What follows belongs to an exercise in optimizing a design on an open flow for small area, a short achievable clock period and few clock cycles per item; a production flow would make more cautious choices. At most, simulation tests tie the RTL to the original design; equivalence was not proved. Only the layout flow was run in runs 3 and 4; the RTL was not checked for function there. Power is estimated from default activity; no workload was simulated.

--- design.v ---
module sdr_cbuild (
    input  wire        clk,
    input  wire        rst,          
    input  wire        start,        
    input  wire        qam,          
    input  wire [15:0] arg,          
    output reg         busy,
    output reg         done,         
    output reg  [7:0]  err,          
    output reg  [31:0] cinfo,        
    output reg         clut_we,
    output reg  [7:0]  clut_waddr,
    output wire [31:0] clut_wdata
);
    reg         st_chk, st_setup, st_half, st_write;
    reg         flip_r;      
    reg         col_r;       
    reg         lastc_r;     
    reg         bw_r;        
    reg         mode;        
    reg  [8:0]  m;           
    reg         big;         
    reg  [7:0]  R1;          
    reg  [8:0]  R2;          
    reg  [1:0]  p1, p2;      
    reg  [33:0] q;           
    reg  [35:0] acc;         
    reg  [15:0] vB, vBn;     
    reg  [7:0]  rc;          
    reg         ph;          
    reg  [3:0]  p;           
    reg  [4:0]  jp1;         
    reg  [3:0]  b;           
    reg  [4:0]  kk;          
    assign clut_wdata = {acc[34:19], vB};
    wire accept = start & ~busy;
    wire even   = ~m[0];     
    reg  [4:0] k_lut;
    reg        sq_lut;
    reg  [7:0] a0_lut;       
    always @(*) begin
        sq_lut = 1'b1;
        case (m)
        9'd4:   begin k_lut = 5'd2;  a0_lut = 8'd3;   end
        9'd9:   begin k_lut = 5'd3;  a0_lut = 8'd4;   end
        9'd16:  begin k_lut = 5'd4;  a0_lut = 8'd10;  end
        9'd25:  begin k_lut = 5'd5;  a0_lut = 8'd12;  end
        9'd36:  begin k_lut = 5'd6;  a0_lut = 8'd21;  end
        9'd49:  begin k_lut = 5'd7;  a0_lut = 8'd24;  end
        9'd64:  begin k_lut = 5'd8;  a0_lut = 8'd36;  end
        9'd81:  begin k_lut = 5'd9;  a0_lut = 8'd40;  end
        9'd100: begin k_lut = 5'd10; a0_lut = 8'd55;  end
        9'd121: begin k_lut = 5'd11; a0_lut = 8'd60;  end
        9'd144: begin k_lut = 5'd12; a0_lut = 8'd78;  end
        9'd169: begin k_lut = 5'd13; a0_lut = 8'd84;  end
        9'd196: begin k_lut = 5'd14; a0_lut = 8'd105; end
        9'd225: begin k_lut = 5'd15; a0_lut = 8'd112; end
        9'd256: begin k_lut = 5'd16; a0_lut = 8'd136; end
        default: begin k_lut = 5'd0; a0_lut = 8'd0; sq_lut = 1'b0; end
        endcase
    end
    wire [8:0] n_lev = mode ? {4'd0, kk} : m;       
    wire [7:0] c0    = n_lev[8:1];                  
    wire [7:0] h1m1  = (n_lev[8:1] - {7'd0, even});  
    wire [7:0] h2m1  = c0 - 8'd1;                   
    wire e_zero = ~big & (m == 9'd0);
    wire e_one  = ~big & (m == 9'd1);
    wire e_big  = big | (m[8] & (|m[7:0]));
    wire e_sq   = mode & ~sq_lut;
    wire fail   = e_zero | e_one | e_big | e_sq;
    wire [7:0] err_code = e_zero ? 8'h11 : e_one ? 8'h21 : e_big ? 8'h31 :
                          e_sq ? 8'h41 : 8'h00;
    wire        pow2 = (m & (m - 9'd1)) == 9'd0;
    reg  [3:0]  log2m;
    integer     j;
    always @(*) begin
        log2m = 4'd0;
        for (j = 0; j < 9; j = j + 1)
            if (m[j]) log2m = j[3:0];
    end
    wire [9:0] d1a  = {1'b0, R1, 1'b1} - {1'b0, m};        
    wire       g1a  = ~d1a[9];
    wire [7:0] r1a  = g1a ? d1a[7:0] : {R1[6:0], 1'b0};
    wire [9:0] d1b  = {1'b0, r1a, 1'b1} - {1'b0, m};
    wire       g1b  = ~d1b[9];
    wire [7:0] r1b  = g1b ? d1b[7:0] : {r1a[6:0], 1'b0};
    wire [9:0]  x2n  = ~(mode ? 10'd1 : {1'b0, m});
    wire [9:0]  t2a  = {R2, p1[1]};
    wire [10:0] s2a  = {1'b0, t2a} + {1'b0, x2n};
    wire        g2a  = s2a[10];
    wire [8:0]  r2a  = g2a ? s2a[8:0] : t2a[8:0];
    wire [9:0]  t2b  = {r2a, p1[0]};
    wire [10:0] s2b  = {1'b0, t2b} + {1'b0, x2n};
    wire        g2b  = s2b[10];
    wire [8:0]  r2b  = g2b ? s2b[8:0] : t2b[8:0];
    wire        sgn     = acc[35];
    wire [35:0] add_a   = st_setup ? {acc[33:0], p2} : (acc ^ {36{flip_r}});
    wire [35:0] add_b   = st_setup ? (sgn ? {q, 2'b11} : ~{q, 2'b01}) :
                          st_half  ? 36'h40000 :
                          flip_r   ? 36'h80000 : {1'b0, q, 1'b1};
    wire        add_c   = st_setup ? ~sgn : st_half ? even : 1'b1;
    wire [35:0] sum     = add_a + add_b + {35'd0, add_c};
    wire        rbit    = ~sum[35];                     
    wire        setup_last = st_setup & (rc == 8'd0);
    wire        turn    = flip_r | col_r;
    wire [7:0]  rc_dec  = rc - 8'd1;
    wire [7:0]  rc_n    = turn ? (flip_r ? h2m1 : h1m1) : rc_dec;
    wire        rcz_n   = turn ? (flip_r ? (h2m1 == 8'd0) : (h1m1 == 8'd0)) : (rc == 8'd1);
    wire        ph_n    = ph ^ turn;
    wire        lastc_n = col_r ? (jp1 + 5'd1 == kk) : lastc_r;
    wire        last    = col_r & lastc_r;
    wire        last_nx = rcz_n & ph_n & (~mode | lastc_n);
    wire        cap     = (p == jp1[3:0]) & ~jp1[4];       
    wire [3:0]  b_nx    = bw_r ? 4'd0 : b + 4'd1;
    wire [7:0]  addr_inc = (~mode | (col_r & bw_r)) ? 8'd0 : {3'd0, kk};
    wire [7:0]  addr_nx  = flip_r ? {4'd0, b & {4{mode}}} :
                           clut_waddr + addr_inc + {7'd0, ~mode | col_r};
    always @(posedge clk) begin
        if (rst) begin
            st_chk   <= 1'b0;
            st_setup <= 1'b0;
            st_half  <= 1'b0;
            st_write <= 1'b0;
            busy     <= 1'b0;
            done     <= 1'b0;
            err      <= 8'd0;
            cinfo    <= 32'd0;
            clut_we  <= 1'b0;
        end else begin
            st_chk   <= accept;
            st_setup <= (st_chk & ~fail) | (st_setup & ~setup_last);
            st_half  <= setup_last;
            st_write <= st_half | (st_write & ~last);
            clut_we  <= st_half | (st_write & ~last);
            done     <= (st_chk & fail) | (st_write & ~last & last_nx);
            if (accept)
                busy <= 1'b1;
            else if ((st_chk & fail) | (st_write & last_nx))
                busy <= 1'b0;
            if (st_chk) begin
                err <= err_code;
                if (!fail)
                    cinfo <= {1'b1, 13'd0, pow2, mode, pow2 ? log2m : 4'd0, 3'd0, m};
            end
        end
    end
    always @(posedge clk) begin
        if (accept) begin
            mode <= qam;
            m    <= arg[8:0];
            big  <= |arg[15:9];
        end
        if (st_chk) begin
            if (m <= 9'd4) begin
                R1 <= (m == 9'd3) ? 8'd1 : 8'd0;
                p1 <= (m == 9'd2) ? 2'd3 : 2'd1;
            end else begin
                p1 <= 2'd0;
                R1 <= (m <= 9'd13) ? 8'd3 : (m <= 9'd49) ? 8'd12 :
                      (m <= 9'd193) ? 8'd48 : 8'd192;
            end
            rc  <= (m <= 9'd13) ? 8'd34 : (m <= 9'd49) ? 8'd33 :
                   (m <= 9'd193) ? 8'd32 : 8'd31;
            R2  <= 9'd0;
            p2  <= 2'd0;
            kk  <= k_lut;
        end else begin
            R1  <= r1b;
            p1  <= {g1a, g1b};
            R2  <= r2b;
            p2  <= {g2a, g2b};
        end
        if (st_chk)
            acc <= 36'd0;
        else if (setup_last)
            acc <= {2'b0, q[32:0] & {33{even}}, rbit & even};
        else
            acc <= sum;
        if (st_chk)
            q <= 34'd0;
        else if (st_setup)
            q <= {q[32:0], rbit};
        if (st_setup)
            rc <= rc_dec;
        flip_r <= 1'b0;
        col_r  <= 1'b0;
        if (st_half) begin
            rc         <= h1m1;
            ph         <= 1'b0;
            flip_r     <= (h1m1 == 8'd0);
            p          <= 4'd0;
            jp1        <= 5'd1;
            lastc_r    <= ~mode;
            b          <= c0[3:0];
            bw_r       <= ({1'b0, c0[3:0]} == kk - 5'd1);
            clut_waddr <= mode ? a0_lut : c0;
            vB         <= mode ? sum[34:19] : 16'd0;
        end
        if (st_write) begin
            rc      <= rc_n;
            ph      <= ph_n;
            flip_r  <= rcz_n & ~ph_n;
            col_r   <= rcz_n & ph_n;
            lastc_r <= lastc_n | ~mode;
            clut_waddr <= addr_nx;
            p       <= col_r ? 4'd0 : p + 4'd1;
            if (mode && cap)
                vBn <= acc[34:19];
            if (col_r) begin
                jp1  <= jp1 + 5'd1;
                b    <= b_nx;
                bw_r <= ({1'b0, b_nx} == kk - 5'd1);
                if (mode)
                    vB <= cap ? acc[34:19] : vBn;
            end
        end
    end
endmodule
--- config.mk ---
export PLATFORM = sky130hd
export DESIGN_NAME = sdr_cbuild
export DESIGN_NICKNAME = sdr_cbuild
export VERILOG_FILES = /design/flow/design.v
export SDC_FILE = /design/flow/constraint.sdc
export NUM_CORES = 4
export LEC_CHECK = 0
export CAP_MARGIN = 20
export CORE_MARGIN = 2
export CORE_UTILIZATION = 40
export SLEW_MARGIN = 20
--- constraint.sdc ---
create_clock -name core_clock -period 13.0 [get_ports {clk}]
set_input_delay 2.6000 -clock core_clock [delete_from_list [all_inputs] [get_ports {clk}]]
set_output_delay 2.6000 -clock core_clock [all_outputs]
set_load 0.01 [all_outputs]
--- run.sh ---
#!/bin/bash
# synth_recipe.tcl (not shown) runs the flow's synth.tcl, then flattens the netlist and writes it again
# the make line also repeats each setting of config.mk as NAME=value (left out here)
make -C /OpenROAD-flow-scripts/flow DESIGN_CONFIG=/design/flow/config.mk WORK_HOME=/design/flow/orfs CLKGATE_MAP_FILE= SYNTH_SCRIPT=/design/flow/synth_recipe.tcl finish
==> results of run 1 <==
==> cells by family after synthesis <==
family                     after synthesis
buffers and inverters                  190
DFF                                    199
and+or+nand+nor                        578
AOI/OAI and AO/OA                      490
muxes                                   61
other                                    1
xor gates and xnor gates               171
adders and majority gates               90
==> cells in the mapped netlist, drive strengths merged, types with 4 or more instances <==
cell / count / area (sq um)
a211oi: 8 / 60.1
a21boi: 8 / 71.3
a21o: 33 / 248
a21oi: 164 / 840
a22o: 9 / 78.8
a22oi: 5 / 37.5
a31oi: 16 / 106
and2: 14 / 87.6
and3: 8 / 50.1
buf: 71 / 457
clkbuf: 69 / 259
dfxtp: 145 / 2900
edfxtp: 54 / 1620
fa: 8 / 160
ha: 82 / 1030
inv: 48 / 180
mux2: 8 / 90.1
mux2i: 53 / 543
nand2: 219 / 832
nand2b: 51 / 327
nand3: 45 / 230
nand3b: 5 / 37.5
nand4: 19 / 125
nor2: 130 / 495
nor2b: 14 / 87.6
nor3: 36 / 205
nor3b: 6 / 66.3
nor4: 9 / 71.3
o211ai: 12 / 90.1
o21a: 6 / 45.0
o21ai: 146 / 734
o21bai: 8 / 63.8
o221ai: 15 / 131
o22ai: 7 / 43.8
o31ai: 14 / 134
or2: 4 / 25.0
or3: 6 / 37.5
xnor2: 125 / 1100
xor2: 46 / 403
==> final cells by class <==
cell class | count | area, sq um | area share
Timing Repair Buffer | 102 | 971 | 0.0602
Multi-Input combinational cell | 1410 | 9290 | 0.576
Clock buffer | 19 | 443 | 0.0275
Inverter | 50 | 188 | 0.0116
Tap cell | 468 | 586 | 0.0363
Sequential cell | 199 | 4530 | 0.281
Clock inverter | 13 | 118 | 0.00729
==> critical path, delay by kind of cell, from the launching register on <==
kind	cells	cell delay, ns
multiplexers	1	0.27
flip-flops	1	0.87
AND/OR/NAND/NOR	1	0.19
adder cells (fa/ha/maj)	3	1.14
AO/OA/AOI/OAI	12	2.29
buffers and inverters	3	0.87
==> report_power, final <==
part	total, uW	internal [uW]	leakage [uW]	switching (uW)
clock network	519	256	0.000271	263
registers	745	698	0.00168	46.4
logic	919	427	0.00420	492
==> worst min path at each step <==
stage,startpoint,cells past startpoint,end
after global routing,cinfo[31]$_SDFFE_PP0P_,2,cinfo[31]$_SDFFE_PP0P_
after floorplan,p1[0]$_DFF_P_,2,R2[0]$_SDFF_PP0_
final,cinfo[31]$_SDFFE_PP0P_,2,cinfo[31]$_SDFFE_PP0P_
after CTS,cinfo[31]$_SDFFE_PP0P_,2,cinfo[31]$_SDFFE_PP0P_
after detailed placement,cinfo[31]$_SDFFE_PP0P_,2,cinfo[31]$_SDFFE_PP0P_
after global placement,cinfo[31]$_SDFFE_PP0P_,2,cinfo[31]$_SDFFE_PP0P_
==> through the flow <==
stage,setup slack [ns],hold slack [ns]
finish,7.30,0.449
global route,6.75,0.467
CTS,7.37,0.457
detailed placement,7.43,0.443
global placement,7.58,0.438
floorplan,8.16,0.467
==> flip-flops by register name, summed over array words and instances, names as in the netlist, 9 cells and up <==
name	count
q	34
m	9
cinfo	16
vBn	16
R2	9
vB	16
acc	36
==> metal layers <==
metal,routed length (microns),GRT usage,vias up
li1,-,-,6256
met1,18600,0.278,5966
met2,18400,0.354,319
met3,1920,0.0335,47
met4,733,0.0571,0
met5,0,0,-
==> run summary, run 1 <==
Peak VDD IR=~0.00013 V; Slew @ Worst Pin=between 0.8 and 0.9 ns; CP most frequent cell=a21oi_1; Post-synth EDFFs=54; mux cell area share after synthesis=0.0433; Post-synth top flop=dfxtp_1; Layout area overhead=10.2%; fin util=0.444; Hold WC Path Type=register to register; slowest CP cell=edfxtp_1; CTS tree=yes; Critical Path, Cell by Cell=clkinv_1, fa_1, a21o_1, a21oi_1, o21bai_1, a21oi_1, o21bai_1, a21oi_4, or2_2, ha_1, inv_1, fa_1, a21o_1, a21oi_1, o21bai_1, a21oi_1, o21ai_0, buf_4, mux2_2, o21ai_0; first-pass GRT wire length=approximately 65000 microns; WS Path Type=register to register; layout cells sized above 1=0.0591; total global routing overflow=0; fin cells=2261; worst path arrival time=6.08 ns; main combinational cell family by area after synthesis=compound AO/OA/AOI/OAI gates; vias in the first global route=around 12000; crit path from=m[2]$_DFFE_PP_; drt total wl=between 30000 and 40000 microns; CP Data Required Time=~13 ns; Die Span Y=slightly below 200 microns; # rows=70; Post-Synthesis Cell Area=between 10000 and 15000 sq um; Die X=roughly 200 microns; Vias/cell=approximately 5.6; Rel. slew slack=0.401; XOR/XNOR Fraction of Synth Area=0.103; CTS sink cnt=about 200; fmax=approximately 0.18 GHz; clock latency on the worst-skew pair=0.46 ns; Leak=about 0.006 uW; placed instance count=around 2200; final instance area=about 16000 sq um; fin. max-slew vios=0; Die ar.=~38000 sq um; RSZ-0062 raised after global routing=false; top fanout value on the critical path=19; TNS Setup=0 ns; Post-Synth Simple-Gate Area=0.193; filler instances=3581; largest net degree at the start of global routing=74; number of distinct library cells after synthesis=between 100 and 150; Tcrit/Tclk final=0.438; post-layout min period=between 5 and 6 ns; startpoint types=register; Final nets=1890; Async S/R FF share, synth=0; Mean Syn Cell Area=between 8 and 9 sq um; total power=~2200 uW; reg2reg setup slack=between 7 and 8 ns; initial antenna violation count=0; post-synthesis sequential area ratio=0.309; DR WL/cell=17.5 microns; Reg2Reg Depth=20; I/O Pins=between 100 and 150; HPWL after DPL=approximately 28000 microns; post-synthesis adder-cell area fraction=0.0811; clock buffer depth=2; Core Region=~36000 sq um; most common cell after layout, fill and taps aside=nand2_1; DRC violations left=0; Clock transition at path regs=0.07 ns; setup bufs post-CTS=0; Placer Congestion=approximately 0.88; cts hold-fix bufs=0; drt pass-1 iters=5; drt initial violations=approximately 950; Synth Instances=around 1800; IO Port Bufs=82; post-CTS sizing=0; Worst R2R End=R1[1]$_DFF_P_; Reg-to-Reg Start=m[2]$_DFFE_PP_; most frequent cells in the layout=nand2_1 (217), a21oi_1 (161), dfxtp_1 (141), o21ai_0 (133), nor2_1 (128); initial core utilization=0.403; Vias=between 10000 and 15000; ANT nets after route=0; Hold Vio Cnt, Final=0; max cap viols=0; placed cell areas=between 15000 and 20000 sq um; Crit. End Element=register; Yosys reg bits=199; run status=no timing/DRC/antenna violations; ANT cells=0; Power Density=roughly 140 nW/um^2; CTS buffer count=17; H-tree Lvls=4; final setup violation count=0; clk root buf=clkbuf_16; CP Capture Point=R1[1]$_DFF_P_; clock skew=between 0.01 and 0.015 ns; crit-path max cell delay=0.87 ns; Synth warnings=1; Compound-Gate Fraction of Synth Area=0.208; GRT Total Usage=0.210
Testbench counts, summed over its fixed seeds: cycles 13,570, builds 96.
==> inputs of run 2 (changes only) <==
==> flow/run.sh (new file) <==
#!/bin/bash
set -euo pipefail
export SETUP_SLACK_MARGIN=${SETUP_MARGIN:-9.0}
bash standard.sh synth > synth.log 2>&1
bash standard.sh > layout.log 2>&1
==> standard.sh (new file) <==
#!/bin/bash
# synth_recipe.tcl (not shown) runs the flow's synth.tcl, then flattens the netlist and writes it again
# the make line also repeats each setting of config.mk as NAME=value (left out here)
make -C /OpenROAD-flow-scripts/flow DESIGN_CONFIG=/design/flow/config.mk WORK_HOME=/design/flow/orfs CLKGATE_MAP_FILE= SYNTH_SCRIPT=/design/flow/synth_recipe.tcl "${@:-finish}"
removed: run.sh
==> run summary, run 2 <==
clk root buf=clkbuf_16 (unchanged); commonest cells in the netlist=nand2_1 (217), a21oi_1 (161), dfxtp_1 (145) (unchanged); Post-Synthesis Cell Area=14600 sq um (unchanged); Buf/Inv on CP=2 (was 3); ANT nets after route=0 (unchanged); fin. max-slew vios=0 (unchanged); drt pass-1 iters=5 (unchanged); Hold WC Path Type=register to register (unchanged); wire length on met1=19000 microns (was 18600 microns); Post-synth top flop=dfxtp_1 (unchanged); Hold Vio Cnt, Final=0 (unchanged); worst path arrival time=4.51 ns (was 6.08 ns); met2 wire len=19800 microns (was 18400 microns); routed wl met3=2860 microns (was 1920 microns); DR WL/cell=18.2 microns (was 17.5 microns); most frequent cells in the layout=nand2_1 (215), a21oi_1 (150), o21ai_0 (125), dfxtp_1 (123), xnor2_1 (123) (was nand2_1 (217), a21oi_1 (161), dfxtp_1 (141), o21ai_0 (133), nor2_1 (128)); Yosys top cell area share=0.198 (unchanged); Placer Congestion=0.912 (was 0.884); Biggest register=acc (unchanged); run status=no timing/DRC/antenna violations (unchanged); max cap viols=0 (unchanged); number of distinct library cells after synthesis=101 (unchanged); DRC violations left=0 (unchanged); TNS Setup=0 ns (unchanged); initial core utilization=0.403 (unchanged); Final nets=1957 (was 1890); final setup violation count=0 (unchanged); Worst path top cell family by delay=compound AO/OA/AOI/OAI gates (unchanged); post-synthesis sequential area ratio=0.309 (unchanged); CP most frequent cell=o21ai_2 (was a21oi_1); Post-synth EDFFs=54 (unchanged); Mean Syn Cell Area=8.22 sq um (unchanged); top flop regs=acc: 36 flops, q: 34 flops (unchanged); Tcrit/Tclk final=0.322 (was 0.438); GRT Total Usage=0.220 (was 0.210); Synth Instances=1780 (unchanged); H-tree Lvls=4 (unchanged); Rel. slew slack=0.483 (was 0.401); most common cell after layout, fill and taps aside=nand2_1 (unchanged); clock latency on the worst-skew pair=0.46 ns (about the same); drt total wl=42300 microns (was 39700 microns); Vias=13124 (was 12588); Leak=0.00692 uW (was 0.00615 uW); HPWL after DPL=28200 microns (was 28300 microns); CP Data Required Time=13.32 ns (was 13.38 ns); Clock transition at path regs=0.08 ns (was 0.07 ns); Largest register FFs=36 (unchanged); Die ar.=38100 sq um (unchanged); Crit. End Element=register (unchanged); Core Region=36300 sq um (unchanged); Layout area overhead=18.1% (was 10.2%); filler instances=3501 (was 3581); slowest CP cell=edfxtp_1 (unchanged); Async S/R FF share, synth=0 (unchanged); clock buffer depth=2 (unchanged); clock skew=0.0142 ns (was 0.0146 ns); Peak VDD IR=0.000139 V (was 0.000132 V); Synth area leader=dfxtp_1 (unchanged); Slew @ Worst Pin=0.771 ns (was 0.897 ns); initial antenna violation count=0 (unchanged); CTS buffer count=17 (unchanged); uppermost layer routed=met4 (unchanged); largest net degree at the start of global routing=81 (was 74); RSZ-0062 raised after global routing=true (was false); CTS sink cnt=199 (unchanged); startpoint types=register (unchanged); I/O Pins=103 (unchanged); top-count cell post-synth=nand2_1 (unchanged); Die X=195 microns (unchanged); Yosys reg bits=199 (unchanged); drt initial violations=1070 (was 947); first-pass GRT wire length=67500 microns (was 64700 microns); IO Port Bufs=82 (unchanged); Power Density=147 nW/um^2 (was 135 nW/um^2); layout cells sized above 1=0.134 (was 0.0591); Critical Path, Cell by Cell=buf_12, nor2_4, ha_4, inv_2, fa_2, nor2b_2, o21ai_2, a21boi_2, o31ai_4, a21boi_4, mux2i_2, fa_2, nor2b_1, o21ai_2, a21boi_2, o21a_1, o21ai_2, a21oi_2, or3_4, mux2i_1, nor2_1 (was clkinv_1, fa_1, a21o_1, a21oi_1, o21bai_1, a21oi_1, o21bai_1, a21oi_4, or2_2, ha_1, inv_1, fa_1, a21o_1, a21oi_1, o21bai_1, a21oi_1, o21ai_0, buf_4, mux2_2, o21ai_0); post-layout min period=4.19 ns (was 5.70 ns); vias in the first global route=12570 (was 12285); Die Span Y=195 microns (unchanged); top fanout value on the critical path=5 (was 19); Vias/cell=5.64 (was 5.57); Hold Worst Slack=0.463 ns (was 0.449 ns); crit-path max cell delay=0.47 ns (was 0.87 ns); ANT cells=0 (unchanged); CTS tree=yes (unchanged); WS Path Type=register to register (unchanged); ranking of synthesized cells by area=dfxtp_1 (20%), edfxtp_1 (11%), xnor2_1 (7.4%) (unchanged); # rows=70 (unchanged); Synth warnings=1 (unchanged); fmax=0.239 GHz (was 0.175 GHz); total global routing overflow=0 (unchanged)
## run 2: cell counts after synthesis
No cell type changed its count.
## run 2: worst min-delay path, cell delays in order (launching register included)
cell and delay (ns):
dfxtp_1 0.32, inv_1 0.05, a21oi_1 0.05
## run 2: report_power, final
group	switching (uW)	total [uW]	internal (uW)
logic	649	1270	619
registers	42.3	740	698
clock network	264	539	275
total	955	2550	1590
## run 2: layout make-up
| class | instances | area [sq um] | share of cell area |
|---|---|---|---|
| multi-input cells | 1412 | 9630 | 0.557 |
| flip-flops and latches | 199 | 4560 | 0.264 |
| repair buffers | 167 | 1710 | 0.0990 |
| well taps | 468 | 586 | 0.0339 |
| clock buffers | 18 | 439 | 0.0254 |
| inverters | 50 | 219 | 0.0127 |
| clock inverters | 14 | 136 | 0.00789 |
## run 2: final timing paths
| check | from | to | slack [ns] | cells after the start |
|---|---|---|---|---|
| max reg2reg | mode$_DFFE_PP_ | R2[6]$_SDFF_PP0_ | 8.81 | 21 |
| min | cinfo[31]$_SDFFE_PP0P_ | cinfo[31]$_SDFFE_PP0P_ | 0.46 | 2 |
| max | mode$_DFFE_PP_ | R2[6]$_SDFF_PP0_ | 8.81 | 21 |
| min reg2reg | cinfo[31]$_SDFFE_PP0P_ | cinfo[31]$_SDFFE_PP0P_ | 0.46 | 2 |
## run 2: logic make-up (layout without fill, tap and decap cells)
group	Yosys count	after routing	share of synthesized area
mux	61	61	0.0433
other cells	1	20	0.000256
flops	199	199	0.309
compound gates	490	491	0.208
buf+inv	190	249	0.0617
fa+ha+maj	90	90	0.0811
xor+xnor	171	171	0.103
simple gates	578	579	0.193
## run 2: what timing repair did
action | in CTS | in global routing
gates cloned | 6 | 0
endpoints found under the setup margin | 85 | 47
hold buffers | 0 | 0
pin swaps | 18 | 16
buffers inserted | 42 | 19
resized for setup | 101 | 61
## run 2: layer usage
layer / vias up / track usage
met2: 443 / 0.365
li1: 6395 / -
met1: 6240 / 0.295
met5: - / 0
met4: 0 / 0.0546
met3: 46 / 0.0427
## run 2: stage by stage
stage	std cells	setup WS (ns)	utilization	instance area (sq um)	power [uW]
floorplan	1799	8.59	-	14800	1540
global placement	2229	7.52	0.430	15600	1670
detailed placement	2229	7.38	0.430	15600	1690
CTS	2309	8.85	0.465	16900	2410
global route	2328	8.59	0.476	17300	2710
finish	2328	8.81	0.476	17300	2550
==> inputs of run 3 (changes only) <==
--- a/design.v
+++ b/design.v
@@ -15,5 +15,6 @@
     reg         st_chk, st_setup, st_half, st_write;
     reg         flip_r;      
-    reg         col_r;       
+    reg         wrap_r;      
+    reg         cend_r;      
     reg         lastc_r;     
     reg         bw_r;        
@@ -25,15 +26,16 @@
     reg  [1:0]  p1, p2;      
     reg  [33:0] q;           
-    reg  [35:0] acc;         
-    reg  [15:0] vB, vBn;     
+    reg  [36:0] acc;         
+    reg  [15:0] vB;          
     reg  [7:0]  rc;          
     reg         ph;          
-    reg  [3:0]  p;           
-    reg  [4:0]  jp1;         
+    reg  [4:0]  cc;          
     reg  [3:0]  b;           
     reg  [4:0]  kk;          
-    assign clut_wdata = {acc[34:19], vB};
+    assign clut_wdata = {acc[35:20], vB};
     wire accept = start & ~busy;
-    wire even   = ~m[0];     
+    wire [8:0] mb   = cinfo[8:0];
+    wire       qb_m = cinfo[16];
+    wire       even = ~mb[0];    
     reg  [4:0] k_lut;
     reg        sq_lut;
@@ -60,8 +62,9 @@
         endcase
     end
-    wire [8:0] n_lev = mode ? {4'd0, kk} : m;       
-    wire [7:0] c0    = n_lev[8:1];                  
-    wire [7:0] h1m1  = (n_lev[8:1] - {7'd0, even});  
-    wire [7:0] h2m1  = c0 - 8'd1;                   
+    wire [8:0] n_lev = qb_m ? {4'd0, kk} : mb;         
+    wire [7:0] c0    = n_lev[8:1];                    
+    wire [7:0] h1m1  = c0 - {7'd0, even};             
+    wire [7:0] h2m1  = c0 - 8'd1;                     
+    wire [3:0] kc0m1 = kk[4:1] - 4'd1;                
     wire e_zero = ~big & (m == 9'd0);
     wire e_one  = ~big & (m == 9'd1);
@@ -79,11 +82,11 @@
             if (m[j]) log2m = j[3:0];
     end
-    wire [9:0] d1a  = {1'b0, R1, 1'b1} - {1'b0, m};        
+    wire [9:0] d1a  = {1'b0, R1, 1'b1} - {1'b0, mb};        
     wire       g1a  = ~d1a[9];
     wire [7:0] r1a  = g1a ? d1a[7:0] : {R1[6:0], 1'b0};
-    wire [9:0] d1b  = {1'b0, r1a, 1'b1} - {1'b0, m};
+    wire [9:0] d1b  = {1'b0, r1a, 1'b1} - {1'b0, mb};
     wire       g1b  = ~d1b[9];
     wire [7:0] r1b  = g1b ? d1b[7:0] : {r1a[6:0], 1'b0};
-    wire [9:0]  x2n  = ~(mode ? 10'd1 : {1'b0, m});
+    wire [9:0]  x2n  = ~(qb_m ? 10'd1 : {1'b0, mb});
     wire [9:0]  t2a  = {R2, p1[1]};
     wire [10:0] s2a  = {1'b0, t2a} + {1'b0, x2n};
@@ -94,26 +97,29 @@
     wire        g2b  = s2b[10];
     wire [8:0]  r2b  = g2b ? s2b[8:0] : t2b[8:0];
-    wire        sgn     = acc[35];
-    wire [35:0] add_a   = st_setup ? {acc[33:0], p2} : (acc ^ {36{flip_r}});
-    wire [35:0] add_b   = st_setup ? (sgn ? {q, 2'b11} : ~{q, 2'b01}) :
-                          st_half  ? 36'h40000 :
-                          flip_r   ? 36'h80000 : {1'b0, q, 1'b1};
+    wire        sgn     = acc[36];
+    wire        inv     = st_setup & ~sgn;
+    wire        cst     = st_half | flip_r;
+    wire [36:0] add_a   = st_setup ? {acc[34:0], p2} : (acc ^ {37{flip_r}});
+    wire [34:0] qb      = ({1'b0, q} ^ {35{inv}}) & {35{~cst}};
+    wire [36:0] add_b   = {qb, ~cst, st_setup ? sgn : ~cst | (st_half & even)}
+                        | (st_half ? 37'h80000 : 37'd0)
+                        | (flip_r  ? 37'h100000 : 37'd0);
     wire        add_c   = st_setup ? ~sgn : st_half ? even : 1'b1;
-    wire [35:0] sum     = add_a + add_b + {35'd0, add_c};
-    wire        rbit    = ~sum[35];                     
+    wire [36:0] sum     = add_a + add_b + {36'd0, add_c};
+    wire        rbit    = ~sum[36];                     
     wire        setup_last = st_setup & (rc == 8'd0);
-    wire        turn    = flip_r | col_r;
-    wire [7:0]  rc_dec  = rc - 8'd1;
-    wire [7:0]  rc_n    = turn ? (flip_r ? h2m1 : h1m1) : rc_dec;
+    wire        turn    = flip_r | wrap_r;
+    wire [7:0]  rc_n    = turn ? (flip_r ? h2m1 : h1m1) : rc - 8'd1;
     wire        rcz_n   = turn ? (flip_r ? (h2m1 == 8'd0) : (h1m1 == 8'd0)) : (rc == 8'd1);
     wire        ph_n    = ph ^ turn;
-    wire        lastc_n = col_r ? (jp1 + 5'd1 == kk) : lastc_r;
-    wire        last    = col_r & lastc_r;
-    wire        last_nx = rcz_n & ph_n & (~mode | lastc_n);
-    wire        cap     = (p == jp1[3:0]) & ~jp1[4];       
     wire [3:0]  b_nx    = bw_r ? 4'd0 : b + 4'd1;
-    wire [7:0]  addr_inc = (~mode | (col_r & bw_r)) ? 8'd0 : {3'd0, kk};
-    wire [7:0]  addr_nx  = flip_r ? {4'd0, b & {4{mode}}} :
-                           clut_waddr + addr_inc + {7'd0, ~mode | col_r};
+    wire        cend_n  = ~cend_r & (cc == 5'd1);
+    wire        lastc_n = cend_r ? (b_nx == kc0m1) : lastc_r;
+    wire        last    = qb_m ? (cend_r & lastc_r) : wrap_r;
+    wire        last_nx = qb_m ? (cend_n & lastc_n) : (rcz_n & ph_n);
+    wire [3:0]  b_new   = cend_r ? b_nx : b;
+    wire [7:0]  addr_inc = (~qb_m | (cend_r & bw_r)) ? 8'd0 : {3'd0, kk};
+    wire [7:0]  addr_nx  = flip_r ? {4'd0, b_new & {4{qb_m}}} :
+                           clut_waddr + addr_inc + {7'd0, ~qb_m | cend_r};
     always @(posedge clk) begin
         if (rst) begin
@@ -172,7 +178,7 @@
         end
         if (st_chk)
-            acc <= 36'd0;
+            acc <= 37'd0;
         else if (setup_last)
-            acc <= {2'b0, q[32:0] & {33{even}}, rbit & even};
+            acc <= {2'b0, q[32:0] & {33{even}}, rbit & even, 1'b0};
         else
             acc <= sum;
@@ -182,18 +188,18 @@
             q <= {q[32:0], rbit};
         if (st_setup)
-            rc <= rc_dec;
+            rc <= rc - 8'd1;
         flip_r <= 1'b0;
-        col_r  <= 1'b0;
+        wrap_r <= 1'b0;
+        cend_r <= 1'b0;
         if (st_half) begin
             rc         <= h1m1;
             ph         <= 1'b0;
             flip_r     <= (h1m1 == 8'd0);
-            p          <= 4'd0;
-            jp1        <= 5'd1;
-            lastc_r    <= ~mode;
+            cc         <= kk;
+            lastc_r    <= 1'b0;
             b          <= c0[3:0];
             bw_r       <= ({1'b0, c0[3:0]} == kk - 5'd1);
-            clut_waddr <= mode ? a0_lut : c0;
-            vB         <= mode ? sum[34:19] : 16'd0;
+            clut_waddr <= qb_m ? a0_lut : c0;
+            vB         <= qb_m ? sum[35:20] : 16'd0;
         end
         if (st_write) begin
@@ -201,16 +207,13 @@
             ph      <= ph_n;
             flip_r  <= rcz_n & ~ph_n;
-            col_r   <= rcz_n & ph_n;
-            lastc_r <= lastc_n | ~mode;
+            wrap_r  <= rcz_n & ph_n;
+            cend_r  <= qb_m & cend_n;
+            cc      <= cend_r ? kk : cc - 5'd1;
+            lastc_r <= lastc_n;
             clut_waddr <= addr_nx;
-            p       <= col_r ? 4'd0 : p + 4'd1;
-            if (mode && cap)
-                vBn <= acc[34:19];
-            if (col_r) begin
-                jp1  <= jp1 + 5'd1;
+            if (cend_r) begin
                 b    <= b_nx;
                 bw_r <= ({1'b0, b_nx} == kk - 5'd1);
-                if (mode)
-                    vB <= cap ? acc[34:19] : vBn;
+                vB   <= sum[35:20];
             end
         end
==> run summary, run 3 <==
filler instances=3277 (was 3501); most common cell after layout, fill and taps aside=nand2_1 (unchanged); origin of the worst min-delay path=cinfo[14]$_SDFFE_PP0P_ (was cinfo[31]$_SDFFE_PP0P_); CTS tree=yes (unchanged); WS Path Type=register to register (unchanged); layout cells sized above 1=0.114 (was 0.134); Vias/cell=5.59 (was 5.64); fmax=0.239 GHz (about the same); vias in the first global route=12050 (was 12570); Die Span Y=189 microns (was 195 microns); mux cell area share after synthesis=0.0450 (was 0.0433); CP Capture Point=R2[6]$_SDFF_PP0_ (unchanged); Die ar.=35600 sq um (was 38100 sq um); Hold Vio Cnt, Final=0 (unchanged); run status=no timing/DRC/antenna violations (unchanged); crit path from=cinfo[16]$_SDFFE_PP0P_ (was mode$_DFFE_PP_); ANT nets after route=0 (unchanged); sequential power share=0.262 (was 0.291); DR WL/cell=18.4 microns (was 18.2 microns); drt pass-1 iters=5 (unchanged); post-synthesis adder-cell area fraction=0.0896 (was 0.0811); max cap viols=0 (unchanged); Most Crowded Layer GR=met2 (unchanged); DRC violations left=0 (unchanged); drt total wl=40800 microns (was 42300 microns); Mean Syn Cell Area=7.96 sq um (was 8.22 sq um); top flop regs=acc: 37 flops, q: 34 flops (was acc: 36 flops, q: 34 flops); Place WS=8.06 ns (was 7.38 ns); Biggest register=acc (unchanged); Rel. slew slack=0.321 (was 0.483); RSZ-0062 raised after global routing=true (unchanged); Logic pwr share=0.526 (was 0.498); Final nets=1870 (was 1957); XOR/XNOR Fraction of Synth Area=0.106 (was 0.103); startpoint types=register (unchanged); ANT cells=0 (unchanged); Worst R2R End=R2[6]$_SDFF_PP0_ (unchanged); Crit. End Element=register (unchanged); fin. max-slew vios=0 (unchanged); Post-synth EDFFs=39 (was 54); most frequent cells in the layout=nand2_1 (187), nor2_1 (183), o21ai_0 (125), dfxtp_1 (124), xnor2_1 (124) (was nand2_1 (215), a21oi_1 (150), o21ai_0 (125), dfxtp_1 (123), xnor2_1 (123)); commonest cells in the netlist=nand2_1 (189), nor2_1 (189), dfxtp_1 (142) (was nand2_1 (217), a21oi_1 (161), dfxtp_1 (145)); Hold WC Path Type=register to register (unchanged); clock latency on the worst-skew pair=0.47 ns (was 0.46 ns); IO Port Bufs=82 (unchanged); final setup violation count=0 (unchanged); Yosys reg bits=181 (was 199); Synth warnings=1 (unchanged); H-tree Lvls=4 (unchanged); clock skew=0.0169 ns (was 0.0142 ns); Reg-to-Reg Start=cinfo[16]$_SDFFE_PP0P_ (was mode$_DFFE_PP_); Largest register FFs=37 (was 36); cts hold-fix bufs=0 (unchanged); Synth Instances=1715 (was 1780); Vias=12391 (was 13124); Core Region=33600 sq um (was 36300 sq um); # rows=67 (was 70); GRT met2 Usage=0.387 (was 0.365); I/O Pins=103 (unchanged); Synth area leader=dfxtp_1 (unchanged); post-synthesis sequential area ratio=0.294 (was 0.309); CTS buffer count=17 (unchanged); drt initial violations=810 (was 1070); grt met1 use=0.285 (was 0.295); Placer Congestion=0.905 (was 0.912); clock buffer depth=2 (unchanged); CP Data Required Time=13.32 ns (about the same); Peak VDD IR=0.000157 V (was 0.000139 V); Net Sw Power=989 uW (was 955 uW); Die X=189 microns (was 195 microns); Power Density=164 nW/um^2 (was 147 nW/um^2); GRT Total Usage=0.226 (was 0.220); Reg2Reg Depth=18 (was 21); reg2reg setup slack=8.81 ns (about the same); clk root buf=clkbuf_16 (unchanged); largest net degree at the start of global routing=86 (was 81); initial core utilization=0.406 (was 0.403); number of distinct library cells after synthesis=79 (was 101); M3 GR Usage=0.0365 (was 0.0427); Tcrit/Tclk final=0.322 (about the same); Slew @ Worst Pin=0.990 ns (was 0.771 ns); Compound-Gate Fraction of Synth Area=0.206 (was 0.208); Async S/R FF share, synth=0 (unchanged); Leak=0.00639 uW (was 0.00692 uW); main combinational cell family by area after synthesis=compound AO/OA/AOI/OAI gates (unchanged); HPWL after DPL=27500 microns (was 28200 microns); final setup margin=8.81 ns (about the same); Clock transition at path regs=0.08 ns (about the same); TNS Setup=0 ns (unchanged); CTS sink cnt=181 (was 199); first-pass GRT wire length=64700 microns (was 67500 microns); post-layout min period=4.19 ns (about the same); initial antenna violation count=0 (unchanged); top fanout value on the critical path=8 (was 5); total global routing overflow=0 (unchanged); ranking of synthesized cells by area=dfxtp_1 (21%), edfxtp_1 (8.6%), xnor2_1 (8.0%) (was dfxtp_1 (20%), edfxtp_1 (11%), xnor2_1 (7.4%)); Post-Synthesis Cell Area=13700 sq um (was 14600 sq um); Post-synth top flop=dfxtp_1 (unchanged); power share of the clock group=0.212 (about the same); sw frac=0.377 (was 0.375); Post-Synth Simple-Gate Area=0.194 (was 0.193); Layout area overhead=17.1% (was 18.1%); Yosys top cell area share=0.208 (was 0.198); Internal Pwr Total=1630 uW (was 1590 uW); worst path arrival time=4.51 ns (about the same)
run 3: cell types whose count changed in the layout (fill, tap and decap cells not counted), moves of 13 or more:
cell      before  now
nor2_1       122  183
edfxtp_1      54   39
a21oi_1      150  107
o221ai_1      15    2
nand3_1       44   26
nand2b_1      48   19
nand2_1      215  187
run 3: worst min-delay path by stage:
| stage | cells past startpoint | end | slack (ns) |
|---|---|---|---|
| 2_1_floorplan | 2 | acc[9]$_SDFF_PP0_ | 0.46 |
| 3_3_place_gp | 2 | vB[6]$_DFF_P_ | 0.44 |
| 3_5_place_dp | 2 | vB[2]$_DFF_P_ | 0.45 |
| 4_1_cts | 2 | cinfo[14]$_SDFFE_PP0P_ | 0.46 |
| 5_1_grt | 2 | cinfo[14]$_SDFFE_PP0P_ | 0.49 |
| 6_report | 2 | cinfo[14]$_SDFFE_PP0P_ | 0.46 |
run 3: power by group through the flow:
stage                     Sequential, uW  Clock (uW)  Combinational, uW
after floorplan                      680           0                836
final                                687         555               1380
after global placement               698           0                981
after global routing                 694         583               1510
after CTS                            686         560               1210
after detailed placement             699           0                998
run 3: timing repair:
item / CTS / global route
endpoints found under the hold margin: 0 / 0
buffers inserted: 36 / 16
gates resized for setup: 91 / 58
endpoints found under the setup margin: 89 / 63
pin swaps: 14 / 20
cloned: 3 / 0
run 3: cells by family (layout without fill, tap and decap cells):
logic type,after synthesis,in the layout
simple gates,573,574
compound gates,446,446
buf+inv,195,230
flops,181,181
xor+xnor,166,166
fa+ha+maj,93,93
mux,60,60
other cells,1,20
run 3: stage by stage:
stage                util  hold slack, ns  cells  area [sq um]  power [uW]
CTS                 0.466           0.462   2202         15700        2460
global placement    0.434           0.441   2131         14600        1680
global route        0.476           0.486   2218         16000        2790
detailed placement  0.434           0.448   2131         14600        1700
floorplan               -           0.459   1734         13800        1520
finish              0.476           0.460   2218         16000        2620
run 3: final cells by class:
type	instances	area, sq um	area share
repair inverters	1	5.00	0.000313
flip-flops and latches	181	4060	0.254
repair buffers	146	1400	0.0874
well taps	448	561	0.0351
multi-input cells	1359	9180	0.574
inverters	51	199	0.0124
clock buffers	17	425	0.0266
clock inverters	15	168	0.0105
run 3: per-layer routing:
metal,up-vias,part of all wire
met5,-,0
met4,0,0.033
met3,82,0.053
met2,406,0.48
met1,5824,0.44
li1,6079,-
run 3: worst max-delay path: stages, from the launching register on:
cell and delay (ns):
dfxtp_4 0.46, clkinvlp_4 0.18, nand2_1 0.29, ha_1 0.34
o21a_1 0.20, o31a_1 0.11, o211a_1 0.24, nand2b_4 0.18
mux2_4 0.34, ha_4 0.22, nor2b_4 0.12, o31a_1 0.25
o21a_1 0.21, o21ai_2 0.18, a21oi_2 0.09, nor3_2 0.18
buf_4 0.21, mux2i_1 0.20, nor2_1 0.06
==> inputs of run 4 (changes only) <==
--- a/design.v
+++ b/design.v
@@ -35,7 +35,5 @@
     assign clut_wdata = {acc[35:20], vB};
     wire accept = start & ~busy;
-    wire [8:0] mb   = cinfo[8:0];
-    wire       qb_m = cinfo[16];
-    wire       even = ~mb[0];    
+    wire even   = ~m[0];     
     reg  [4:0] k_lut;
     reg        sq_lut;
@@ -62,5 +60,5 @@
         endcase
     end
-    wire [8:0] n_lev = qb_m ? {4'd0, kk} : mb;         
+    wire [8:0] n_lev = mode ? {4'd0, kk} : m;         
     wire [7:0] c0    = n_lev[8:1];                    
     wire [7:0] h1m1  = c0 - {7'd0, even};             
@@ -82,11 +80,11 @@
             if (m[j]) log2m = j[3:0];
     end
-    wire [9:0] d1a  = {1'b0, R1, 1'b1} - {1'b0, mb};        
+    wire [9:0] d1a  = {1'b0, R1, 1'b1} - {1'b0, m};        
     wire       g1a  = ~d1a[9];
     wire [7:0] r1a  = g1a ? d1a[7:0] : {R1[6:0], 1'b0};
-    wire [9:0] d1b  = {1'b0, r1a, 1'b1} - {1'b0, mb};
+    wire [9:0] d1b  = {1'b0, r1a, 1'b1} - {1'b0, m};
     wire       g1b  = ~d1b[9];
     wire [7:0] r1b  = g1b ? d1b[7:0] : {r1a[6:0], 1'b0};
-    wire [9:0]  x2n  = ~(qb_m ? 10'd1 : {1'b0, mb});
+    wire [9:0]  x2n  = ~(mode ? 10'd1 : {1'b0, m});
     wire [9:0]  t2a  = {R2, p1[1]};
     wire [10:0] s2a  = {1'b0, t2a} + {1'b0, x2n};
@@ -116,10 +114,10 @@
     wire        cend_n  = ~cend_r & (cc == 5'd1);
     wire        lastc_n = cend_r ? (b_nx == kc0m1) : lastc_r;
-    wire        last    = qb_m ? (cend_r & lastc_r) : wrap_r;
-    wire        last_nx = qb_m ? (cend_n & lastc_n) : (rcz_n & ph_n);
+    wire        last    = mode ? (cend_r & lastc_r) : wrap_r;
+    wire        last_nx = mode ? (cend_n & lastc_n) : (rcz_n & ph_n);
     wire [3:0]  b_new   = cend_r ? b_nx : b;
-    wire [7:0]  addr_inc = (~qb_m | (cend_r & bw_r)) ? 8'd0 : {3'd0, kk};
-    wire [7:0]  addr_nx  = flip_r ? {4'd0, b_new & {4{qb_m}}} :
-                           clut_waddr + addr_inc + {7'd0, ~qb_m | cend_r};
+    wire [7:0]  addr_inc = (~mode | (cend_r & bw_r)) ? 8'd0 : {3'd0, kk};
+    wire [7:0]  addr_nx  = flip_r ? {4'd0, b_new & {4{mode}}} :
+                           clut_waddr + addr_inc + {7'd0, ~mode | cend_r};
     always @(posedge clk) begin
         if (rst) begin
@@ -200,6 +198,6 @@
             b          <= c0[3:0];
             bw_r       <= ({1'b0, c0[3:0]} == kk - 5'd1);
-            clut_waddr <= qb_m ? a0_lut : c0;
-            vB         <= qb_m ? sum[35:20] : 16'd0;
+            clut_waddr <= mode ? a0_lut : c0;
+            vB         <= mode ? sum[35:20] : 16'd0;
         end
         if (st_write) begin
@@ -208,5 +206,5 @@
             flip_r  <= rcz_n & ~ph_n;
             wrap_r  <= rcz_n & ph_n;
-            cend_r  <= qb_m & cend_n;
+            cend_r  <= mode & cend_n;
             cc      <= cend_r ? kk : cc - 5'd1;
             lastc_r <= lastc_n;
==> run summary, run 4 <==
drt pass-1 iters=6 (was 5); fin util=0.486 (was 0.476); fmax=0.229 GHz (was 0.239 GHz); Internal Pwr Total=1500 uW (was 1630 uW); Layout area overhead=18.9% (was 17.1%); filler instances=3255 (was 3277); largest net degree at the start of global routing=70 (was 86); Rel. slew slack=0.412 (was 0.321); sequential power share=0.292 (was 0.262); clock skew=0.0157 ns (was 0.0169 ns); Synth Instances=1701 (was 1715); H-tree Lvls=4 (unchanged); clock buffer depth=2 (unchanged); Post-synth top flop=dfxtp_1 (unchanged); Yosys top cell area share=0.206 (was 0.208); total global routing overflow=0 (unchanged); # rows=67 (unchanged); CP Data Required Time=13.31 ns (was 13.32 ns); reg2reg setup slack=8.64 ns (was 8.81 ns); Biggest register=acc (unchanged); Post-synth EDFFs=39 (unchanged); first-pass GRT wire length=64800 microns (was 64700 microns); Clock transition at path regs=0.08 ns (about the same); Post-Synthesis Cell Area=13800 sq um (was 13700 sq um); Net Sw Power=827 uW (was 989 uW); Power Density=142 nW/um^2 (was 164 nW/um^2); run status=no timing/DRC/antenna violations (unchanged); initial antenna violation count=0 (unchanged); DRC violations left=0 (unchanged); WS Path Type=register to register (unchanged); Reg2Reg Depth=20 (was 18); clock latency on the worst-skew pair=0.46 ns (was 0.47 ns); vias in the first global route=12044 (was 12050); Leak=0.00651 uW (was 0.00639 uW); total power=2330 uW (was 2620 uW); Tcrit/Tclk final=0.336 (was 0.322); GRT Total Usage=0.226 (about the same); worst path arrival time=4.67 ns (was 4.51 ns); Synth warnings=1 (unchanged); Vias/cell=5.63 (was 5.59); drt initial violations=1030 (was 810); Core Region=33700 sq um (was 33600 sq um); top fanout value on the critical path=6 (was 8); Placer Congestion=0.923 (was 0.905); drt total wl=40300 microns (was 40800 microns); number of distinct library cells after synthesis=95 (was 79); post-layout min period=4.36 ns (was 4.19 ns); Hold Vio Cnt, Final=0 (unchanged); origin of the worst min-delay path=cinfo[31]$_SDFFE_PP0P_ (was cinfo[14]$_SDFFE_PP0P_); HPWL after DPL=27300 microns (was 27500 microns); ANT nets after route=0 (unchanged); Mean Syn Cell Area=8.11 sq um (was 7.96 sq um); most common cell after layout, fill and taps aside=nor2_1 (was nand2_1); ANT cells=0 (unchanged); layout cells sized above 1=0.129 (was 0.114); CTS tree=yes (unchanged); crit-path max cell delay=0.44 ns (was 0.46 ns); Final nets=1885 (was 1870); Critical Path, Cell by Cell=inv_2, nor2_4, inv_1, ha_4, a211oi_2, nor2_2, o31a_1, o211a_1, nand2b_4, mux2_4, ha_4, nor2b_4, o31a_1, o21a_1, o21ai_2, a21oi_2, nor3_2, buf_4, mux2i_1, nor2_1 (was clkinvlp_4, nand2_1, ha_1, o21a_1, o31a_1, o211a_1, nand2b_4, mux2_4, ha_4, nor2b_4, o31a_1, o21a_1, o21ai_2, a21oi_2, nor3_2, buf_4, mux2i_1, nor2_1); IO Port Bufs=82 (unchanged); Peak VDD IR=0.000139 V (was 0.000157 V); ranking of synthesized cells by area=dfxtp_1 (21%), edfxtp_1 (8.5%), ha_1 (7.7%) (was dfxtp_1 (21%), edfxtp_1 (8.6%), xnor2_1 (8.0%)); Reg-to-Reg Start=m[2]$_DFFE_PP_ (was cinfo[16]$_SDFFE_PP0P_); max cap viols=0 (unchanged); CTS sink cnt=181 (unchanged); startpoint types=register (unchanged); post-synthesis sequential area ratio=0.291 (was 0.294); clk root buf=clkbuf_16 (unchanged); commonest cells in the netlist=nor2_1 (205), nand2_1 (170), dfxtp_1 (142) (was nand2_1 (189), nor2_1 (189), dfxtp_1 (142)); Logic pwr share=0.465 (was 0.526); Synth area leader=dfxtp_1 (unchanged); Hold WC Path Type=register to register (unchanged); CTS buffer count=17 (unchanged); fin. max-slew vios=0 (unchanged); Worst path top cell family by delay=compound AO/OA/AOI/OAI gates (unchanged); sw frac=0.355 (was 0.377); Largest register FFs=37 (unchanged); top-count cell post-synth=nor2_1; RSZ-0062 raised after global routing=true (unchanged); Die Span Y=190 microns (was 189 microns); Buf/Inv on CP=3 (was 2); TNS Setup=0 ns (unchanged); power share of the clock group=0.243 (was 0.212); Yosys reg bits=181 (unchanged); slowest CP cell=edfxtp_1 (was dfxtp_4); CP Capture Point=R2[5]$_SDFF_PP0_ (was R2[6]$_SDFF_PP0_); Async S/R FF share, synth=0 (unchanged); I/O Pins=103 (unchanged); Worst R2R End=R2[5]$_SDFF_PP0_ (was R2[6]$_SDFF_PP0_); Slew @ Worst Pin=0.879 ns (was 0.990 ns); most frequent cells in the layout=nor2_1 (201), nand2_1 (168), dfxtp_1 (134), xnor2_1 (121), o21ai_0 (119) (was nand2_1 (187), nor2_1 (183), o21ai_0 (125), dfxtp_1 (124), xnor2_1 (124)); top flop regs=acc: 37 flops, q: 34 flops (unchanged); initial core utilization=0.409 (was 0.406); Die X=190 microns (was 189 microns); final setup violation count=0 (unchanged); crit path from=m[2]$_DFFE_PP_ (was cinfo[16]$_SDFFE_PP0P_); Die ar.=36000 sq um (was 35600 sq um); Vias=12569 (was 12391); Crit. End Element=register (unchanged); Crit path depth=20 (was 18); DR WL/cell=18.1 microns (was 18.4 microns)
-- run 4: cell count changes after synthesis, sizes merged, moves of 9 or more --
cell	previous run	this run
buf	58	67
nand2	189	171
clkbuf	86	70
o31ai	3	13
nor2	189	206
a21oi	115	105
-- run 4: worst min-delay path by stage --
stage,end,slack (ns),cells after the start
final,cinfo[31]$_SDFFE_PP0P_,0.45,2
after global routing,cinfo[31]$_SDFFE_PP0P_,0.48,2
after CTS,cinfo[31]$_SDFFE_PP0P_,0.46,2
after detailed placement,cinfo[31]$_SDFFE_PP0P_,0.45,2
after global placement,vB[10]$_DFF_P_,0.44,2
after floorplan,acc[34]$_SDFF_PP0_,0.47,2
-- run 4: per-layer routing --
layer | vias to the layer above | global-route usage | share of wire
met5 | - | 0 | 0
met4 | 0 | 0.0727 | 0.023
met3 | 68 | 0.0391 | 0.071
met2 | 490 | 0.342 | 0.43
met1 | 5900 | 0.324 | 0.48
li1 | 6111 | - | -
-- run 4: area by class of cell --
class | count | area (sq um) | area share
well taps | 448 | 561 | 0.0342
multi-input cells | 1351 | 9290 | 0.566
inverters | 51 | 208 | 0.0127
clock buffers | 22 | 485 | 0.0296
repair buffers | 170 | 1680 | 0.103
flip-flops and latches | 181 | 4030 | 0.246
clock inverters | 10 | 140 | 0.00855
-- run 4: tightest hold or removal path: stages, from the launching register on --
cell and delay (ns):
dfxtp_1 0.31, inv_1 0.05, a21oi_1 0.05
-- run 4: what timing repair did --
| action | 4_1_cts | 5_1_grt |
|---|---|---|
| gates cloned | 5 | 0 |
| endpoints found under the setup margin | 84 | 44 |
| hold endpoints to repair | 0 | 0 |
| resized for setup | 74 | 43 |
| hold buffers | 0 | 0 |
| pin swaps | 13 | 25 |
| setup buffers | 45 | 22 |
-- run 4: logic make-up (layout without fill, tap and decap cells) --
kind of cell               count (synthesis)  in the layout  share of synthesized area
and+or+nand+nor                          575            575                      0.198
adders and majority gates                 93             93                     0.0887
muxes                                     60             60                     0.0456
buffers and inverters                    188            253                     0.0639
AOI/OAI and AO/OA                        447            447                      0.213
xor gates and xnor gates                 156            156                     0.0991
DFF                                      181            181                      0.291
other                                      1             20                   0.000272
-- run 4: power by group through the flow --
stage,registers [uW],clock network (uW),logic (uW)
3_5_place_dp,692,0,861
5_1_grt,686,596,1190
2_1_floorplan,676,0,704
6_report,679,565,1080
4_1_cts,678,577,999
3_3_place_gp,692,0,840
-- run 4: through the flow --
step / hold WS [ns] / setup WS (ns) / cell area (sq um) / cells
CTS: 0.463 / 8.64 / 16100 / 2211
finish: 0.452 / 8.64 / 16400 / 2233
global route: 0.483 / 8.45 / 16400 / 2233
detailed placement: 0.448 / 8.04 / 14800 / 2129
global placement: 0.437 / 8.19 / 14800 / 2129
floorplan: 0.466 / 8.59 / 14000 / 1720
==> inputs of run 5 (changes only) <==
--- a/design.v
+++ b/design.v
@@ -25,4 +25,5 @@
     reg  [8:0]  R2;          
     reg  [1:0]  p1, p2;      
+    reg  [9:0]  x2n;         
     reg  [33:0] q;           
     reg  [36:0] acc;         
@@ -35,5 +36,7 @@
     assign clut_wdata = {acc[35:20], vB};
     wire accept = start & ~busy;
-    wire even   = ~m[0];     
+    wire [8:0] mb   = cinfo[8:0];
+    wire       qb_m = cinfo[16];
+    wire       even = ~mb[0];    
     reg  [4:0] k_lut;
     reg        sq_lut;
@@ -60,5 +63,5 @@
         endcase
     end
-    wire [8:0] n_lev = mode ? {4'd0, kk} : m;         
+    wire [8:0] n_lev = qb_m ? {4'd0, kk} : mb;         
     wire [7:0] c0    = n_lev[8:1];                    
     wire [7:0] h1m1  = c0 - {7'd0, even};             
@@ -86,5 +89,4 @@
     wire       g1b  = ~d1b[9];
     wire [7:0] r1b  = g1b ? d1b[7:0] : {r1a[6:0], 1'b0};
-    wire [9:0]  x2n  = ~(mode ? 10'd1 : {1'b0, m});
     wire [9:0]  t2a  = {R2, p1[1]};
     wire [10:0] s2a  = {1'b0, t2a} + {1'b0, x2n};
@@ -95,13 +97,14 @@
     wire        g2b  = s2b[10];
     wire [8:0]  r2b  = g2b ? s2b[8:0] : t2b[8:0];
+    wire        st_sq   = st_chk | st_setup;        
     wire        sgn     = acc[36];
-    wire        inv     = st_setup & ~sgn;
+    wire        inv     = st_sq & ~sgn;
     wire        cst     = st_half | flip_r;
-    wire [36:0] add_a   = st_setup ? {acc[34:0], p2} : (acc ^ {37{flip_r}});
+    wire [36:0] add_a   = st_sq ? {acc[34:0], p2} : (acc ^ {37{flip_r}});
     wire [34:0] qb      = ({1'b0, q} ^ {35{inv}}) & {35{~cst}};
-    wire [36:0] add_b   = {qb, ~cst, st_setup ? sgn : ~cst | (st_half & even)}
+    wire [36:0] add_b   = {qb, ~cst, st_sq ? sgn : ~cst | (st_half & even)}
                         | (st_half ? 37'h80000 : 37'd0)
                         | (flip_r  ? 37'h100000 : 37'd0);
-    wire        add_c   = st_setup ? ~sgn : st_half ? even : 1'b1;
+    wire        add_c   = st_sq ? ~sgn : st_half ? even : 1'b1;
     wire [36:0] sum     = add_a + add_b + {36'd0, add_c};
     wire        rbit    = ~sum[36];                     
@@ -114,10 +117,10 @@
     wire        cend_n  = ~cend_r & (cc == 5'd1);
     wire        lastc_n = cend_r ? (b_nx == kc0m1) : lastc_r;
-    wire        last    = mode ? (cend_r & lastc_r) : wrap_r;
-    wire        last_nx = mode ? (cend_n & lastc_n) : (rcz_n & ph_n);
+    wire        last    = qb_m ? (cend_r & lastc_r) : wrap_r;
+    wire        last_nx = qb_m ? (cend_n & lastc_n) : (rcz_n & ph_n);
     wire [3:0]  b_new   = cend_r ? b_nx : b;
-    wire [7:0]  addr_inc = (~mode | (cend_r & bw_r)) ? 8'd0 : {3'd0, kk};
-    wire [7:0]  addr_nx  = flip_r ? {4'd0, b_new & {4{mode}}} :
-                           clut_waddr + addr_inc + {7'd0, ~mode | cend_r};
+    wire [7:0]  addr_inc = (~qb_m | (cend_r & bw_r)) ? 8'd0 : {3'd0, kk};
+    wire [7:0]  addr_nx  = flip_r ? {4'd0, b_new & {4{qb_m}}} :
+                           clut_waddr + addr_inc + {7'd0, ~qb_m | cend_r};
     always @(posedge clk) begin
         if (rst) begin
@@ -150,23 +153,23 @@
     end
     always @(posedge clk) begin
-        if (accept) begin
+        if (!busy) begin
             mode <= qam;
             m    <= arg[8:0];
             big  <= |arg[15:9];
-        end
-        if (st_chk) begin
-            if (m <= 9'd4) begin
-                R1 <= (m == 9'd3) ? 8'd1 : 8'd0;
-                p1 <= (m == 9'd2) ? 2'd3 : 2'd1;
+            x2n  <= ~(qam ? 10'd1 : {1'b0, arg[8:0]});
+            if (arg[8:0] <= 9'd4) begin
+                R1 <= (arg[8:0] == 9'd3) ? 8'd1 : 8'd0;
+                p1 <= (arg[8:0] == 9'd2) ? 2'd3 : 2'd1;
             end else begin
                 p1 <= 2'd0;
-                R1 <= (m <= 9'd13) ? 8'd3 : (m <= 9'd49) ? 8'd12 :
-                      (m <= 9'd193) ? 8'd48 : 8'd192;
+                R1 <= (arg[8:0] <= 9'd13) ? 8'd3 : (arg[8:0] <= 9'd49) ? 8'd12 :
+                      (arg[8:0] <= 9'd193) ? 8'd48 : 8'd192;
             end
-            rc  <= (m <= 9'd13) ? 8'd34 : (m <= 9'd49) ? 8'd33 :
-                   (m <= 9'd193) ? 8'd32 : 8'd31;
+            rc  <= (arg[8:0] <= 9'd13) ? 8'd34 : (arg[8:0] <= 9'd49) ? 8'd33 :
+                   (arg[8:0] <= 9'd193) ? 8'd32 : 8'd31;
             R2  <= 9'd0;
             p2  <= 2'd0;
-            kk  <= k_lut;
+            acc <= 37'd0;
+            q   <= 34'd0;
         end else begin
             R1  <= r1b;
@@ -174,16 +177,14 @@
             R2  <= r2b;
             p2  <= {g2a, g2b};
+            if (setup_last)
+                acc <= {2'b0, q[32:0] & {33{even}}, rbit & even, 1'b0};
+            else
+                acc <= sum;
+            if (st_sq)
+                q <= {q[32:0], rbit};
         end
         if (st_chk)
-            acc <= 37'd0;
-        else if (setup_last)
-            acc <= {2'b0, q[32:0] & {33{even}}, rbit & even, 1'b0};
-        else
-            acc <= sum;
-        if (st_chk)
-            q <= 34'd0;
-        else if (st_setup)
-            q <= {q[32:0], rbit};
-        if (st_setup)
+            kk <= k_lut;
+        if (st_sq)
             rc <= rc - 8'd1;
         flip_r <= 1'b0;
@@ -198,13 +199,13 @@
             b          <= c0[3:0];
             bw_r       <= ({1'b0, c0[3:0]} == kk - 5'd1);
-            clut_waddr <= mode ? a0_lut : c0;
-            vB         <= mode ? sum[35:20] : 16'd0;
-        end
-        if (st_write) begin
+            clut_waddr <= qb_m ? a0_lut : c0;
+            vB         <= qb_m ? sum[35:20] : 16'd0;
+        end
+        if (st_write && busy) begin    
             rc      <= rc_n;
             ph      <= ph_n;
             flip_r  <= rcz_n & ~ph_n;
             wrap_r  <= rcz_n & ph_n;
-            cend_r  <= mode & cend_n;
+            cend_r  <= qb_m & cend_n;
             cc      <= cend_r ? kk : cc - 5'd1;
             lastc_r <= lastc_n;
--- a/config.mk
+++ b/config.mk
@@ -6,4 +6,5 @@
 export NUM_CORES = 4
 export LEC_CHECK = 0
+export ABC_AREA = 1
 export CAP_MARGIN = 20
 export CORE_MARGIN = 2
==> run summary, run 5 <==
run status=no timing/DRC/antenna violations (unchanged); CTS buffer count=17 (unchanged); startpoint types=primary input (was register); drt total wl=38100 microns (was 40300 microns); drt pass-1 iters=6 (unchanged); Core Region=33500 sq um (was 33700 sq um); I/O Pins=103 (unchanged); ranking of synthesized cells by area=dfxtp_1 (21%), edfxtp_1 (11%), nand2_1 (10%) (was dfxtp_1 (21%), edfxtp_1 (8.5%), ha_1 (7.7%)); Internal Pwr Total=1260 uW (was 1500 uW); final setup margin=8.98 ns (was 8.64 ns); Power Density=130 nW/um^2 (was 142 nW/um^2); power share of the clock group=0.263 (was 0.243); Slew @ Worst Pin=1.02 ns (was 0.879 ns); first-pass GRT wire length=62400 microns (was 64800 microns); Tcrit/Tclk final=0.309 (was 0.336); ANT cells=0 (unchanged); Vias/cell=5.31 (was 5.63); fin. max-slew vios=0 (unchanged); WS Path Type=primary input to register (was register to register); vias in the first global route=12260 (was 12044); Synth warnings=1 (unchanged); clock buffer depth=2 (unchanged); Post-Synthesis Cell Area=13700 sq um (was 13800 sq um); max cap viols=0 (unchanged); Leak=0.00681 uW (was 0.00651 uW); TNS Setup=0 ns (unchanged); Mean Syn Cell Area=7.11 sq um (was 8.11 sq um); Worst path top cell family by delay=buffers and inverters (was compound AO/OA/AOI/OAI gates); Vias=12929 (was 12569); most frequent cells in the layout=nand2_1 (370), inv_1 (199), o21ai_0 (192), a21oi_1 (168), nor2_1 (148) (was nor2_1 (201), nand2_1 (168), dfxtp_1 (134), xnor2_1 (121), o21ai_0 (119)); RSZ-0062 raised after global routing=true (unchanged); Die Span Y=189 microns (was 190 microns); largest net degree at the start of global routing=73 (was 70); top fanout value on the critical path=5 (was 6); drt initial violations=948 (was 1030); layout cells sized above 1=0.0892 (was 0.129); HPWL after DPL=28200 microns (was 27300 microns); Largest register FFs=37 (unchanged); sw frac=0.382 (was 0.355); Hold WC Path Type=register to register (unchanged); Peak VDD IR=0.000110 V (was 0.000139 V); # rows=67 (unchanged); CTS sink cnt=190 (was 181); clock latency on the worst-skew pair=0.47 ns (was 0.46 ns); clk root buf=clkbuf_16 (unchanged); Net Sw Power=775 uW (was 827 uW); Post-synth top flop=dfxtp_1 (unchanged); CP Data Required Time=13.21 ns (was 13.31 ns); top flop regs=acc: 37 flops, q: 34 flops (unchanged); Synth area leader=dfxtp_1 (unchanged); crit-path max cell delay=0.52 ns (was 0.44 ns); number of distinct library cells after synthesis=66 (was 95); filler instances=3456 (was 3255); placed instance count=2380 (was 2129); Rel. slew slack=0.319 (was 0.412); Layout area overhead=14.2% (was 18.9%); clock skew=0.0168 ns (was 0.0157 ns); IO Port Bufs=82 (unchanged); Async S/R FF share, synth=0 (unchanged); ANT nets after route=0 (unchanged); most common cell after layout, fill and taps aside=nand2_1 (was nor2_1); post-layout min period=4.02 ns (was 4.36 ns); GRT Total Usage=0.215 (was 0.226); Biggest register=acc (unchanged); worst path arrival time=4.23 ns (was 4.67 ns); multi-input logic area=8240 sq um (was 9290 sq um); Placer Congestion=0.903 (was 0.923); Die X=189 microns (was 190 microns); Post-synth EDFFs=48 (was 39); H-tree Lvls=4 (unchanged); top-count cell post-synth=nand2_1 (was nor2_1); Synth Instances=1919 (was 1701); Final nets=2085 (was 1885); initial antenna violation count=0 (unchanged); commonest cells in the netlist=nand2_1 (375), inv_1 (203), o21ai_0 (198) (was nor2_1 (205), nand2_1 (170), dfxtp_1 (142)); Critical Path, Cell by Cell=clkdlybuf4s50_1, nor2_1, nand3_1, a31oi_4, inv_1, nand2_2, a21oi_1, a221o_1 (was inv_2, nor2_4, inv_1, ha_4, a211oi_2, nor2_2, o31a_1, o211a_1, nand2b_4, mux2_4, ha_4, nor2b_4, o31a_1, o21a_1, o21ai_2, a21oi_2, nor3_2, buf_4, mux2i_1, nor2_1); post-synthesis sequential area ratio=0.314 (was 0.291); CTS tree=yes (unchanged); Clock transition at path regs=0.07 ns (was 0.08 ns); DRC violations left=0 (unchanged); Buf/Inv on CP=2 (was 3); FF+latch area=4310 sq um (was 4030 sq um); final setup violation count=0 (unchanged); Hold Vio Cnt, Final=0 (unchanged); Place WS=8.26 ns (was 8.04 ns); Crit. End Element=register (unchanged); total global routing overflow=0 (unchanged); fmax=0.249 GHz (was 0.229 GHz); Die ar.=35600 sq um (was 36000 sq um); initial core utilization=0.407 (was 0.409); Yosys top cell area share=0.208 (was 0.206); Yosys reg bits=190 (was 181); DR WL/cell=15.7 microns (was 18.1 microns); Logic pwr share=0.395 (was 0.465); cts hold-fix bufs=0 (unchanged); fin cells=2433 (was 2233); sequential power share=0.342 (was 0.292); slowest CP cell=clkdlybuf4s50_1 (was edfxtp_1)
## run 5: cell types whose count changed after synthesis, moves of 36 or more
cell	before	now
a21oi_1	104	173
inv_1	48	203
mux2i_1	49	0
nand2_1	170	375
nand3_1	28	91
nor2_1	205	153
o21ai_0	128	198
o22ai_1	6	42
xnor2_1	121	57
## run 5: metal layers
layer	track usage	part of all wire	vias up
met5	0	0	-
met4	0.0625	0.016	0
met3	0.0365	0.051	45
met2	0.344	0.45	358
met1	0.298	0.48	5992
li1	-	-	6534
## run 5: timing repair
action | 4_1_cts | 5_1_grt
cloned | 0 | 1
setup buffers | 10 | 10
pin swaps | 1 | 5
endpoints found under the setup margin | 92 | 78
resized for setup | 48 | 54
## run 5: final timing paths
kind                  from              end  slack, ns  cells past startpoint
max reg2reg  R1[0]$_DFF_P_    R1[4]$_DFF_P_       9.23                     26
min          vB[0]$_DFF_P_    vB[0]$_DFF_P_       0.45                      2
min reg2reg  vB[0]$_DFF_P_    vB[0]$_DFF_P_       0.45                      2
max                 arg[5]  rc[4]$_DFFE_PP_       8.98                      8
## run 5: cell type report
type	count	area share
inverters	222	0.0538
clock inverters	13	0.00778
multi-input cells	1431	0.528
clock buffers	19	0.0291
repair buffers	110	0.0685
well taps	448	0.0359
flip-flops and latches	190	0.276
## run 5: logic make-up (layout without fill, tap and decap cells)
group / count (synthesis) / count (layout) / synth area share
fa+ha+maj: 93 / 93 / 0.0896
buf+inv: 318 / 364 / 0.101
other cells: 1 / 20 / 0.000275
xor+xnor: 88 / 88 / 0.0565
simple gates: 724 / 724 / 0.231
compound gates: 503 / 504 / 0.206
flops: 190 / 190 / 0.314
mux: 2 / 2 / 0.00165
## run 5: worst min-delay path, cell delays in order, from the launching register on
cell,delay (ns)
dfxtp_1,0.31
nand2_1,0.06
nand2_1,0.04
## run 5: power groups by stage
stage | clock (uW) | sequential (uW) | combinational, uW
after CTS | 546 | 696 | 721
final | 534 | 696 | 802
after global routing | 566 | 702 | 905
after floorplan | 0 | 700 | 562
after global placement | 0 | 710 | 682
after detailed placement | 0 | 712 | 697
## run 5: per-stage QoR
stage           util  hold slack, ns  power (uW)  cell area, sq um
4_1_cts        0.457           0.454        1960             15300
6_report       0.465           0.450        2030             15600
2_1_floorplan      -           0.426        1260             13700
3_3_place_gp   0.436           0.437        1390             14600
5_1_grt        0.465           0.472        2170             15600
3_5_place_dp   0.436           0.440        1410             14600
Testbench counts of run 5, summed over its fixed seeds: cycles 13,975, builds 96.
